What follows belongs to an exercise in optimizing a design on an open flow for small area; a production flow would make more cautious choices. The RTL was checked by simulation tests, not by an equivalence proof against the original design. Power figures rest on the tool's default switching activity, not on a simulated workload.

==> flow/design.v <==
module fbw_fsync (
    input  wire        clk,
    input  wire        rst,
    input  wire        rx_valid,
    input  wire [7:0]  rx_data,
    output wire        pkt_valid,
    output wire [15:0] pkt_axisX,
    output wire [15:0] pkt_axisY,
    output wire [7:0]  pkt_button,
    output wire [1:0]  fs_diag
);
    localparam [7:0] SENTINEL = 8'hAA;
    reg [2:0] fill;                      
    reg [7:0] b1, b2, b3, b4, b5;        
    reg [7:0] sum;                       
    wire idle = (fill == 3'd0);
    wire last = (fill == 3'd6);
    wire take = !rst && rx_valid;
    wire ok   = (sum == rx_data);
    assign pkt_axisX  = {b2, b1};
    assign pkt_axisY  = {b4, b3};
    assign pkt_button = b5;
    assign pkt_valid  = take && last && ok;
    assign fs_diag    = {take && last && !ok, take && idle && (rx_data != SENTINEL)};
    always @(posedge clk) begin
        if (rst)
            fill <= 3'd0;
        else if (rx_valid) begin
            if (idle)
                fill <= (rx_data == SENTINEL) ? 3'd1 : 3'd0;
            else if (last)
                fill <= 3'd0;
            else
                fill <= fill + 3'd1;
        end
    end
    always @(posedge clk) begin
        if (rx_valid) begin
            b1 <= b2;
            b2 <= b3;
            b3 <= b4;
            b4 <= b5;
            b5 <= rx_data;
        end
    end
    wire [7:0] sa = sum & {8{!idle}};
    wire [7:0] sb = rx_data & {8{rx_valid && !idle}};
    wire [7:0] sum_n;
    wire       sc1, sum_co;
    fbw_ha u_sum0 (.a(sa[0]), .b(sb[0]), .s(sum_n[0]), .co(sc1));
    fbw_add #(.W(7)) u_sum (.a(sa[7:1]), .b(sb[7:1]), .ci(sc1), .s(sum_n[7:1]), .co(sum_co));
    always @(posedge clk)
        sum <= sum_n;
endmodule
module fbw_unpack (
    input  wire        rst,
    input  wire        pl_valid,
    input  wire [7:0]  pl_len,
    input  wire [39:0] pl_data,
    output wire        upk_valid,
    output wire [15:0] upk_axisX,
    output wire [15:0] upk_axisY,
    output wire [7:0]  upk_button,
    output wire [1:0]  pl_diag
);
    localparam [7:0] PAYLOAD_LEN = 8'd5;
    wire take = !rst && pl_valid;
    assign upk_valid  = take && (pl_len == PAYLOAD_LEN);
    assign pl_diag    = (take && (pl_len != PAYLOAD_LEN)) ? 2'd3 : 2'd0;
    assign upk_axisX  = pl_data[15:0];
    assign upk_axisY  = pl_data[31:16];
    assign upk_button = pl_data[39:32];
endmodule
module fbw_fa (
    input  wire a,
    input  wire b,
    input  wire c,
    output wire s,
    output wire co
);
    assign s  = a ^ b ^ c;
    assign co = (a & b) | (c & (a ^ b));
endmodule
module fbw_ha (
    input  wire a,
    input  wire b,
    output wire s,
    output wire co
);
    assign s  = a ^ b;
    assign co = a & b;
endmodule
module fbw_add #(
    parameter integer W = 8
) (
    input  wire [W-1:0] a,
    input  wire [W-1:0] b,
    input  wire         ci,
    output wire [W-1:0] s,
    output wire         co
);
    wire [W:0] c;
    assign c[0] = ci;
    genvar i;
    generate
        for (i = 0; i < W; i = i + 1) begin : g_bit
            fbw_fa u_fa (.a(a[i]), .b(b[i]), .c(c[i]), .s(s[i]), .co(c[i+1]));
        end
    endgenerate
    assign co = c[W];
endmodule
module fbw_axmap (
    input  wire [15:0] raw,
    output wire [6:0]  angle
);
    wire s = raw[15];
    wire [17:0] u;
    wire        uc3;
    assign u[1:0] = raw[1:0];
    fbw_ha u_u2 (.a(raw[2]), .b(raw[0]), .s(u[2]), .co(uc3));
    fbw_add #(.W(14)) u_u (.a({s, raw[15:3]}), .b(raw[14:1]), .ci(uc3),
                           .s(u[16:3]), .co(u[17]));
    wire [21:0] p;
    wire        pc4;
    assign p[2:0] = u[2:0];
    fbw_ha u_p3 (.a(u[3]), .b(u[0]), .s(p[3]), .co(pc4));
    fbw_add #(.W(17)) u_p (.a({s, s, s, u[17:4]}), .b(u[17:1]), .ci(pc4),
                           .s(p[20:4]), .co(p[21]));
    wire [6:0] q = p[21:15];
    wire [5:0] ys;
    wire       yc;
    fbw_add #(.W(6)) u_y (.a(p[5:0]), .b(q[5:0]), .ci(!s), .s(ys), .co(yc));
    wire c_pos = (&p[14:6]) & yc;
    wire c_neg = (|p[14:6]) | (yc & (|ys));
    wire c     = s ? c_neg : c_pos;
    assign angle = q + 7'd90 + {6'd0, c};
endmodule
module fbw_fsafe #(
    parameter integer TRAVEL     = 45,
    parameter integer TIMEOUT_MS = 800
) (
    input  wire        clk,
    input  wire        rst,
    input  wire        pkt_valid,
    input  wire [15:0] pkt_axisX,
    input  wire [15:0] pkt_axisY,
    input  wire        poll,
    input  wire [31:0] now,
    output wire [39:0] servo_angle,
    output wire        servo_upd,
    output wire        failsafe
);
    reg        lk, qf;
    reg [31:0] last_ts;
    reg [6:0]  ax, ay;
    wire [6:0] mx, my;
    fbw_axmap u_mapx (.raw(pkt_axisX), .angle(mx));
    fbw_axmap u_mapy (.raw(pkt_axisY), .angle(my));
    wire [31:0] el;
    wire        el_co;
    fbw_add #(.W(32)) u_el (.a(now), .b(~last_ts), .ci(1'b1), .s(el), .co(el_co));
    wire expired = (|el[31:10]) || (el[9:0] > 10'd800);
    wire force_n = poll && !pkt_valid && (qf ? lk : expired);
    assign servo_upd = !rst && (pkt_valid || force_n);
    assign failsafe  = rst || (!pkt_valid && (lk || force_n));
    always @(posedge clk) begin
        lk <= failsafe;
        if (rst)
            qf <= 1'b1;
        else if (pkt_valid)
            qf <= !poll;
        else if (poll)
            qf <= qf && lk;
    end
    always @(posedge clk) begin
        if (pkt_valid) begin
            ax <= mx;
            ay <= my;
        end else if (rst || force_n) begin
            ax <= 7'd90;
            ay <= 7'd90;
        end
    end
    always @(posedge clk) begin
        if (pkt_valid)
            last_ts <= now;
    end
    wire [7:0] a0 = {ax[6:3] == 4'd0, ax};
    wire [7:0] a2 = {ay[6:3] == 4'd0, ay};
    assign servo_angle = {a2, a2, a2, 8'd180 - a0, a0};
endmodule
module fbw_lcb (
    input  wire        clk,
    input  wire        rst,
    input  wire        rx_valid,
    input  wire [7:0]  rx_data,
    output wire        pkt_valid,
    output wire [15:0] pkt_axisX,
    output wire [15:0] pkt_axisY,
    output wire [7:0]  pkt_button,
    output wire [1:0]  fs_diag,
    input  wire        pl_valid,
    input  wire [7:0]  pl_len,
    input  wire [39:0] pl_data,
    output wire        upk_valid,
    output wire [15:0] upk_axisX,
    output wire [15:0] upk_axisY,
    output wire [7:0]  upk_button,
    output wire [1:0]  pl_diag,
    input  wire        poll,
    input  wire [31:0] now,
    output wire [39:0] servo_angle,
    output wire        servo_upd,
    output wire        failsafe
);
    fbw_fsync u_fsync (
        .clk(clk), .rst(rst),
        .rx_valid(rx_valid), .rx_data(rx_data),
        .pkt_valid(pkt_valid), .pkt_axisX(pkt_axisX), .pkt_axisY(pkt_axisY),
        .pkt_button(pkt_button), .fs_diag(fs_diag)
    );
    fbw_unpack u_unpack (
        .rst(rst),
        .pl_valid(pl_valid), .pl_len(pl_len), .pl_data(pl_data),
        .upk_valid(upk_valid), .upk_axisX(upk_axisX), .upk_axisY(upk_axisY),
        .upk_button(upk_button), .pl_diag(pl_diag)
    );
    fbw_fsafe #(.TRAVEL(45), .TIMEOUT_MS(800)) u_fsafe (
        .clk(clk), .rst(rst),
        .pkt_valid(upk_valid), .pkt_axisX(upk_axisX), .pkt_axisY(upk_axisY),
        .poll(poll), .now(now),
        .servo_angle(servo_angle), .servo_upd(servo_upd), .failsafe(failsafe)
    );
endmodule
==> flow/config.mk <==
export PLATFORM = sky130hd
export DESIGN_NAME = fbw_lcb
export DESIGN_NICKNAME = fbw_lcb
export VERILOG_FILES = /design/flow/design.v
export SDC_FILE = /design/flow/constraint.sdc
export NUM_CORES = 4
export LEC_CHECK = 0
export ABC_AREA = 1
export CAP_MARGIN = 20
export CORE_MARGIN = 2
export CORE_UTILIZATION = 70
export CTS_BUF_LIST = sky130_fd_sc_hd__clkbuf_8
export CTS_CLUSTER_SIZE = 10
export SLEW_MARGIN = 20
export SYNTH_HIERARCHICAL = 1
==> flow/constraint.sdc <==
create_clock -name core_clock -period 25.0 [get_ports {clk}]
set_input_delay 5.0000 -clock core_clock [delete_from_list [all_inputs] [get_ports {clk}]]
set_output_delay 5.0000 -clock core_clock [all_outputs]
set_load 0.01 [all_outputs]
standard.sh (not shown) runs the stock make flow with config.mk's settings and CLKGATE_MAP_FILE= SYNTH_SCRIPT=/design/flow/synth_recipe.tcl, a recipe that flattens the netlist after the stock synthesis.
==> flow/flow/run.sh <==
#!/bin/bash
set -euo pipefail
export BUFFER_PORTS_ARGS="-buffer_cell sky130_fd_sc_hd__buf_1"
bash standard.sh > standard.log 2>&1
Change:
--- a/flow/design.v
+++ b/flow/design.v
@@ -155,12 +155,16 @@
     reg [6:0]  ax, ay;
     wire [6:0] mx, my;
     fbw_axmap u_mapx (.raw(pkt_axisX), .angle(mx));
     fbw_axmap u_mapy (.raw(pkt_axisY), .angle(my));
-    wire [31:0] el;
-    wire        el_co;
-    fbw_add #(.W(32)) u_el (.a(now), .b(~last_ts), .ci(1'b1), .s(el), .co(el_co));
-    wire expired = (|el[31:10]) || (el[9:0] > 10'd800);
+    wire [9:0]  el;
+    wire        el_nb;       
+    wire [21:0] eh;
+    wire        eh_co;
+    fbw_add #(.W(10)) u_el (.a(now[9:0]), .b(~last_ts[9:0]), .ci(1'b1), .s(el), .co(el_nb));
+    fbw_add #(.W(22)) u_eh (.a(now[31:10]), .b(~last_ts[31:10]), .ci(1'b1), .s(eh), .co(eh_co));
+    wire hi_zero = !(|eh[21:1]) && (eh[0] ^ el_nb);
+    wire expired = !hi_zero || (el > 10'd800);
     wire force_n = poll && !pkt_valid && (qf ? lk : expired);
     assign servo_upd = !rst && (pkt_valid || force_n);
     assign failsafe  = rst || (!pkt_valid && (lk || force_n));
     always @(posedge clk) begin
After rerunning: Cell count hardly moves. Cell area barely changes. Flip-flop and latch count stays the same. Sequential share of layout area is about the same. First-iteration DRC count came out lower by 4.1%. Critical path depth came out lower by 12. Clock power barely changes. Synthesized area stays flat. Core utilization is about the same. Clock skew came out lower by 0.0044 ns. Power hardly moves. Worst hold slack gains 0.0052 ns. Maximum frequency came out higher by 22%.

what the ideal ports hide:
Ports are ideal in the flow. The routed layouts listed here were re-timed in OpenROAD.
Step 1, drivers: a clkbuf_16 drives clk and a buf_2 each remaining input, both assumed.
Step 2 adds t to the input delays and takes it off the output delays; t is the mean of the earliest and latest rising clock arrival at the registers after step 1. Input paths then give back, and output paths get back, about the clock's delay inside the block.
Three values: ideal ports, drivers, drivers and shift; two values: the first two.
| run | shift t [ns] | setup WS [ns] | worst hold slack (ns) | worst register clock-pin slew, ns |
|---|---|---|---|---|
| the first run | 0.391 | 1.053 / 1.033 / 1.033 | 0.455 / 0.455 / 0.455 | 0.11 / 0.11 |
| the second run | 0.401 | 5.334 / 5.312 / 5.312 | 0.460 / 0.460 / 0.460 | 0.11 / 0.11 |
After both steps every run listed still meets setup and hold. For the second run, which loses most, drivers alone change the setup slack by -0.022 ns; drivers and shift together by -0.022 ns.
